Context: an optimization exercise on an open-source flow, tuned for small area. The choices shown serve that exercise and are no tape-out recipe.
In this exercise RTL edits were held to simulation tests only and were not proved equivalent to the original.
Power and IR drop assume default switching activity.

Setup of P:
Design prt_agc, start of the top module:
module prt_agc (
    input  wire        clk,
    input  wire        rst,
    input  wire        bus_valid,
    input  wire        bus_wr,
    input  wire [7:0]  bus_addr,
    input  wire [31:0] bus_wdata,
    output reg  [31:0] bus_rdata,
    output wire        mem_req,
    output wire        mem_we,
    output wire [31:0] mem_addr,
    output wire [1:0]  mem_size,
    output wire [31:0] mem_wdata,
    input  wire        mem_ack,
    input  wire [31:0] mem_rdata,
    input  wire        cad_tick,
    input  wire        agc_tick,
    input  wire        cmp_in,
    output wire [5:0]  vref_code,
    output wire        ind_out,
    output wire        irq
);
    reg [31:0] tx_src, tx_dst, tx_count, tx_wrap;
    reg [1:0]  cfg_size;
    reg        cfg_exh;
    reg        armed, run, req, phase_wr, idle_pend;
    reg [31:0] off;
    reg [31:0] latch;           
    reg [31:0] cad_top, cad_cnt;
    reg        cad_ld;          
    reg        agc_en, agc_idle;
    reg [31:0] agc_top, agc_cnt;
    reg        agc_ld;          
    reg [5:0]  thr;
    reg        st_cmp, st_ind, st_mism;
    reg        if_done, if_tick, ien_done, ien_tick;
    reg [6:0]  err;
    function [31:0] dec32(input [31:0] a);
        integer i;
        reg o, g;
        begin
            o = 1'b0;
            g = 1'b0;
            for (i = 0; i < 32; i = i + 1) begin
                if (i % 4 == 0) begin
                    o = o | g;
                    g = 1'b0;
                end
                dec32[i] = !(a[i] ^ (o | g));
                g = g | a[i];
            end
        end
    endfunction
    function [31:0] add32(input [31:0] a, input [31:0] c);
        integer i, j;
        reg k, kb, gb, pb;
        reg [31:0] g, p;
        begin
            g = a & c;
            p = a ^ c;
            kb = 1'b0;
            for (i = 0; i < 32; i = i + 4) begin
                k = kb;
                gb = 1'b0;
                pb = 1'b1;
                for (j = i; j < i + 4; j = j + 1) begin
                    add32[j] = p[j] ^ k;
                    k = g[j] | (p[j] & k);
                    gb = g[j] | (p[j] & gb);
                    pb = pb & p[j];
                end
                kb = gb | (pb & kb);
            end
        end
    endfunction
    wire host_wr  = bus_valid && bus_wr;
  ...
clock: 10.0 ns
lec_check: 0
cap_margin: 5
core_margin: 2
core_utilization: 55
gpl_timing_driven: 0
slew_margin: 5
standard.sh (not shown) runs the stock make flow with config.mk's settings and CLKGATE_MAP_FILE= SYNTH_SCRIPT=/design/flow/synth_recipe.tcl, a recipe that flattens the netlist after the stock synthesis.
==> flow/flow/run.sh <==
#!/bin/bash
# The standard ORFS layout (standard.sh), with these changes:
#  * synthesis maps the logic with an area-oriented ABC script
#    (flow/abc_area.script) instead of ORFS's speed script, and without the
#    half-adder cells, so that ABC maps the counters' decrementers itself;
#    the registers are mapped before ABC runs, so they are the standard
#    synthesis's;
#  * every port is still buffered, with sky130_fd_sc_hd__buf_1;
#  * the clock tree uses larger sink clusters and no dummy loads.
set -euo pipefail
here=$(pwd)
rm -rf "$here/orfs_scripts"
cp -r "$FLOW_HOME/scripts" "$here/orfs_scripts"
cp "$here/flow/abc_area.script" "$here/orfs_scripts/abc_speed.script"

# the platform's don't-use list, plus the half adders (synthesis only)
du=$(sed -n '/^export DONT_USE_CELLS += \\/,/^#/p' "$FLOW_HOME/platforms/sky130hd/config.mk" \
     | grep -o 'sky130_fd_sc_hd__[a-z0-9_]*' | tr '\n' ' ')
du="$du sky130_fd_sc_hd__ha_1 sky130_fd_sc_hd__ha_2 sky130_fd_sc_hd__ha_4"

export BUFFER_PORTS_ARGS="-buffer_cell sky130_fd_sc_hd__buf_1"
export CTS_ARGS="-sink_clustering_enable -repair_clock_nets -dont_use_dummy_load -buf_list sky130_fd_sc_hd__clkbuf_16 -sink_clustering_size 26 -sink_clustering_max_diameter 90"

bash standard.sh SCRIPTS_DIR="$here/orfs_scripts" DONT_USE_CELLS="$du" synth > "$here/synth.log" 2>&1
bash standard.sh > "$here/layout.log" 2>&1
==> flow/flow/abc_area.script <==
&get -n
&st
&dch -f
&nf -R 1000 -p
&put
topo
stime -c
What Q does differently from P at the input level:
Settings: changing CAP_MARGIN from 5 to 10; changing CORE_UTILIZATION from 55 to 40; removing GPL_TIMING_DRIVEN (formerly 0); changing SLEW_MARGIN from 5 to 10.
## What came out
In terms of fraction of area in multi-input gates, Q and P differ only marginally.
Q vs. P: met1 track demand over resource in global routing moved down; amount of wire on met2 after detailed routing moved up.


## rev 12
Another version of the RTL of prt_agc (not shown whole).
For scale: about 1500 cells after synthesis, roughly 380 flip-flops.
==> flow/config.mk <==
export PLATFORM = sky130hd
export DESIGN_NAME = prt_agc
export DESIGN_NICKNAME = prt_agc
export VERILOG_FILES = /design/flow/design.v
export SDC_FILE = /design/flow/constraint.sdc
export NUM_CORES = 4
export LEC_CHECK = 0
export CAP_MARGIN = 10
export CORE_MARGIN = 2
export CORE_UTILIZATION = 60
export SLEW_MARGIN = 10
==> flow/constraint.sdc <==
create_clock -name core_clock -period 10.0 [get_ports {clk}]
set_input_delay 2.0000 -clock core_clock [delete_from_list [all_inputs] [get_ports {clk}]]
set_output_delay 2.0000 -clock core_clock [all_outputs]
set_load 0.01 [all_outputs]
Scripts as last shown in full above: flow/flow/run.sh, flow/flow/abc_area.script
Rev 12 was carried through to the last stage, and its layout satisfied the timing, design-rule and antenna checks.
What rev 13 does differently from rev 12 at the input level:
- changing SLEW_MARGIN from 10 to 0
- changing CAP_MARGIN from 10 to 0
- changing CORE_UTILIZATION from 60 to 40
Findings:
The number of DRC markers after the initial detailed-route iteration number comes out higher for rev 12 vs rev 13. Final cell count ended up 202 higher on rev 13 than on rev 12. Library cell contributing the largest single delay on the critical path = edfxtp_1: rev 13; library cell contributing the largest single delay on the critical path = fa_1: rev 12. Reported for rev 12 and rev 13, count of instances resized after the clock tree is built turned out identical to the last digit. Looking at global-route usage over all layers, rev 13 sits 10 points below rev 12.


prt_agc again, from the RTL that the note above started with.
clock: 10.0 ns
lec_check: 0
cap_margin: 10
core_margin: 2
core_utilization: 70
slew_margin: 10
Scripts as last shown in full above: flow/flow/run.sh, flow/flow/abc_area.script
Change:
--- a/flow/flow/run.sh
+++ b/flow/flow/run.sh
@@ -21,3 +21,3 @@
 export BUFFER_PORTS_ARGS="-buffer_cell sky130_fd_sc_hd__buf_1"
-export CTS_ARGS="-sink_clustering_enable -repair_clock_nets -dont_use_dummy_load -buf_list sky130_fd_sc_hd__clkbuf_16 -sink_clustering_size 26 -sink_clustering_max_diameter 90"
+export CTS_ARGS="-sink_clustering_enable -repair_clock_nets -dont_use_dummy_load -buf_list sky130_fd_sc_hd__clkbuf_8 -sink_clustering_size 14 -sink_clustering_max_diameter 60"
 
CORE_UTILIZATION = 40   (was 70)
The new run finished clean; synthesized area is unchanged; worst setup slack gets better by 150 ps; total power rises by 2.7%; cell area rises by 2.3%; combinational power rises by about 2%; wire length rises by 7.2%.

## port drivers added, routing unchanged
The results above use ideal ports. As a check the final layouts listed here were re-extracted and re-timed, cells and wires unchanged.
Step 1 (the two cells are an assumption about what drives the block):
set clk [get_ports {clk}]
set_driving_cell -lib_cell sky130_fd_sc_hd__clkbuf_16 $clk
set_driving_cell -lib_cell sky130_fd_sc_hd__buf_2 [delete_from_list [all_inputs] $clk]
Step 2 times the ports against the registers' clock, not the clock port: input delays grow and output delays shrink by t, the midpoint of the rising clock arrivals with the driver on.
Slacks: ideal / step 1 / step 2; pairs: ideal / step 1.
run | t (ns) | setup WS [ns] | clock arrival spread, ns
P | 0.580 | 0.496 / 0.441 / 1.021 | 0.020 / 0.020
Q | 0.578 | 0.422 / 0.372 / 0.950 | 0.048 / 0.048
rev 12 | 0.562 | 0.621 / 0.570 / 1.132 | 0.027 / 0.026
rev 13 | 0.595 | 0.616 / 0.561 / 1.156 | 0.064 / 0.064
the first run of note 3 | 0.572 | 0.429 / 0.379 / 0.951 | 0.030 / 0.031
the second run of note 3 | 0.649 | 0.581 / 0.530 / 1.092 | 0.059 / 0.059
After both steps setup and hold are still met in every run listed.
